This is an optimization exercise on Yosys and OpenROAD, whose aim is a short achievable clock period and few clock cycles, not a production implementation. In this exercise RTL edits were held to simulation tests only and were not proved equivalent to the original. No activity file was given, so power comes from the tool's default toggle rates.

==> flow/design.v (excerpt) <==
module snappy_dec (
    input  wire        clk,
    input  wire        rst,
    input  wire        start,
    input  wire [15:0] src_len,
    input  wire [15:0] dst_cap,
    output wire        busy,
    output reg         done,
    output reg  [7:0]  fault,
    output reg  [31:0] result,
    output reg  [31:0] info0,
    output reg  [31:0] info1,
    output reg         in_re,
    output reg  [15:0] in_addr,
    input  wire [7:0]  in_rdata,
    output reg         out_re,
    output reg  [15:0] out_raddr,
    input  wire [7:0]  out_rdata,
    output reg         out_we,
    output reg  [15:0] out_waddr,
    output reg  [7:0]  out_wdata
);
==> flow/config.mk <==
export PLATFORM = sky130hd
export DESIGN_NAME = snappy_dec
export DESIGN_NICKNAME = snappy_dec
export VERILOG_FILES = /design/flow/design.v
export SDC_FILE = /design/flow/constraint.sdc
export NUM_CORES = 4
export LEC_CHECK = 0
export ABC_CLOCK_PERIOD_IN_PS = 3000
export CAP_MARGIN = 20
export CORE_MARGIN = 2
export CORE_UTILIZATION = 45
export SLEW_MARGIN = 20
==> flow/constraint.sdc <==
create_clock -name core_clock -period 10.0 [get_ports {clk}]
set_input_delay 2.0000 -clock core_clock [delete_from_list [all_inputs] [get_ports {clk}]]
set_output_delay 2.0000 -clock core_clock [all_outputs]
set_load 0.01 [all_outputs]
standard.sh (not shown) runs the stock make flow with config.mk's settings and CLKGATE_MAP_FILE= SYNTH_SCRIPT=/design/flow/synth_recipe.tcl, a recipe that flattens the netlist after the stock synthesis.
==> flow/flow/run.sh <==
#!/bin/bash
set -euo pipefail
bash standard.sh SETUP_SLACK_MARGIN=7.2 finish > flow_make.log 2>&1
The starting point finished clean.
Testbench counts at the start, summed over its fixed seeds: cycles 151,834.
==> next run, changes <==
Settings changed: CORE_UTILIZATION 45 to 60.
Outcome: Clock skew went down by 3.5 ps. Core utilization went up by 18 points. Power shrinks slightly. Design area went down slightly. Die area drops by a quarter to a third. Combinational power stays flat. Worst hold slack is about the same. Setup slack improves by 18 ps. Sequential share of layout area came out higher by 0.49 points. Maximum frequency rose slightly.


Setup of v36:
snappy_dec again, from the RTL that the note above started with.
## snappy_dec
module snappy_dec (
    input  wire        clk,
    input  wire        rst,
    input  wire        start,
    input  wire [15:0] src_len,
    input  wire [15:0] dst_cap,
    output wire        busy,
    output reg         done,
    output reg  [7:0]  fault,
    output reg  [31:0] result,
    output reg  [31:0] info0,
    output reg  [31:0] info1,
    output reg         in_re,
    output reg  [15:0] in_addr,
    input  wire [7:0]  in_rdata,
    output reg         out_re,
    output reg  [15:0] out_raddr,
    input  wire [7:0]  out_rdata,
    output reg         out_we,
    output reg  [15:0] out_waddr,
    output reg  [7:0]  out_wdata
);
    localparam [7:0] F_NONE      = 8'h00;
    localparam [7:0] F_VARINT    = 8'h01;
    localparam [7:0] F_COPY_OFF  = 8'h02;
    localparam [7:0] F_LEN_MISM  = 8'h03;
    localparam [7:0] F_TRUNC     = 8'h04;
    localparam [7:0] F_OVERRUN   = 8'h05;
    localparam [7:0] F_DST_SMALL = 8'h21;
    localparam [1:0] M_MEM = 2'd0, M_H1 = 2'd1, M_H2 = 2'd2;
    reg        st_hdr;        
    reg        st_decl;       
    reg        st_tag;        
    reg        st_trl;        
    reg        st_lchk;       
    reg        st_pay;        
    reg        st_end;        
    reg        st_flt;        
    reg        upd;           
    reg        upd_sl;        
    reg        upd_c;         
    reg        upd_l;         
    reg        chk;           
    reg        chk_bad;       
    reg        big;           
    reg        busy_q;        
    reg        idle;          
    reg [15:0] src_len_q;
    reg [15:0] dst_cap_q;
    assign busy = busy_q;
    wire go = start & idle;
    reg        fin;           
    reg        fin_ok;
    reg  [15:0] na;           
    reg         rd_pend;      
    reg         fetch_en;
    reg  [7:0]  iq [0:3];
    reg  [1:0]  iq_wp, iq_rp;
    reg  [2:0]  iq_cnt;
    reg  [7:0]  hb;           
    reg         hv;           
    reg         pop;          
    wire [2:0]  iq_use = iq_cnt + {2'd0, hv} + {2'd0, in_re} + {2'd0, rd_pend};
    wire        issue = fetch_en && (iq_use < 3'd4) && (na != src_len_q);
    wire        h_take = !hv || pop;
  ...
Settings: LEC_CHECK=0, ABC_CLOCK_PERIOD_IN_PS=3000, CAP_MARGIN=20, CORE_MARGIN=2, CORE_UTILIZATION=60, CTS_CLUSTER_DIAMETER=80, CTS_CLUSTER_SIZE=20, SLEW_MARGIN=20; clock period 10.0 ns.
==> flow/flow/run.sh <==
#!/bin/bash
set -euo pipefail
bash standard.sh SETUP_SLACK_MARGIN=7.5 finish > flow_make.log 2>&1
v36: all stages complete, timing, DRC and antenna checks passed
Testbench counts of v36, summed over its fixed seeds: cycles 151,834.
## Diff of input files: v13 against v36
Settings: CTS_CLUSTER_SIZE removed (was 20); CORE_UTILIZATION changed from 60 to 67; CTS_CLUSTER_DIAMETER removed (was 80).
==> flow/flow/run.sh <==
#!/bin/bash
set -euo pipefail
bash standard.sh SETUP_SLACK_MARGIN=7.2 finish > flow_make.log 2>&1
Row total net switching power: v13 higher / v36 lower. Going from v36 to v13, filler cell count went down, number of cells on the critical path stayed essentially flat, clock network fraction of total power now sits higher. v13 vs. v36: worst slew margin relative to its limit went up by 3.8 points, cell area went down by 0.59%.
> inputs changed (v13 -> v54)
Settings: CORE_UTILIZATION changed from 67 to 50.
Findings:
Diff v13 -> v54: count of non-CTS buffers in the layout grew by about 0.9%; overall track demand over capacity in global routing shrank by 8.0 points; reported sequential group power held steady; wire length grew by about 1.3%; power spent charging and discharging nets grew by about 4%. Going from v13 to v54, cell depth of the worst flop-to-flop path moved up, fraction of final layout cells sized beyond drive strength 1 has increased, clock buffer count lost 8, number of vias per cell after detailed routing went down, setup TNS after final layout now sits at about the same level. Cmp v54 vs v13: worst slack at placement higher in v54.
The inputs of v21 differ from those of v54 as listed below.
==> flow/flow/run.sh <==
#!/bin/bash
set -euo pipefail
bash standard.sh SETUP_SLACK_MARGIN=7.2 "CTS_ARGS=-sink_clustering_enable -repair_clock_nets -apply_ndr full" finish > flow_make.log 2>&1
Results
- Diff v54..v21 | count of clock-buffer cells in the layout | negligible
- In terms of relative contribution of the clock network to total power, v54 and v21 differ only marginally.
- As far as detailed-route DRC error count goes, v54 and v21 are indistinguishable; the numbers are identical.
- Compared v21 against v54; proportion of synthesized chip area in sequential cells within noise.
- Comparing v21 against v54, there is no change at all in number of antenna diodes.
- Any difference in wire length between v54 and v21 is small enough to ignore.
- Number of flip-flops and latches: v21 vs v54 identical
- v54 -> v21: buffer count from post-CTS setup fixing flat
- Re total power consumption of the routed design: no difference whatsoever between v21 and v54.
- Looking at v21 and v54, the post-route non-filler standard cell count is a wash.
- Diff v54..v21 | first-pass GRT wire length | unchanged

[static timing again, ports no longer ideal]
How much do the figures lean on ideal ports? The routed layouts below were timed once more, with nothing changed but the port constraints.
Step 1 sets driving cells, clkbuf_16 on the clock port and buf_2 on the other inputs (assumed; they add their load-dependent delay and slew).
Step 2 moves the port delays by t, midway between the first and last clock arrival at a register: inputs arrive t later, outputs are due t later. That takes back most of the time a late clock gives input paths.
a / b / c = ideal / step 1 / step 2; a / b = the first two.
| run | t (ns) | setup WS [ns] | worst setup path at the end | worst slew at a driven data input, ns | pins driven straight from the clock port |
|---|---|---|---|---|---|
| the first run of note 1 | 0.721 | 6.856 / 6.787 / 6.538 | input to register | 0.10 | 1 |
| the second run of note 1 | 0.693 | 6.875 / 6.809 / 6.621 | input to register | 0.08 | 1 |
| v36 | 0.684 | 6.873 / 6.809 / 6.852 | input to register | 0.05 | 1 |
| v13 | 0.688 | 6.870 / 6.807 / 6.568 | input to register | 0.06 | 1 |
| v54 | 0.696 | 6.886 / 6.818 / 6.616 | input to register | 0.06 | 1 |
| v21 | 0.696 | 6.886 / 6.818 / 6.616 | input to register | 0.06 | 1 |
After both steps setup and hold are still met in every run listed. The setup slack of the first run of note 1, which loses most, moves by -0.069 ns with the drivers and by -0.318 ns with both steps.
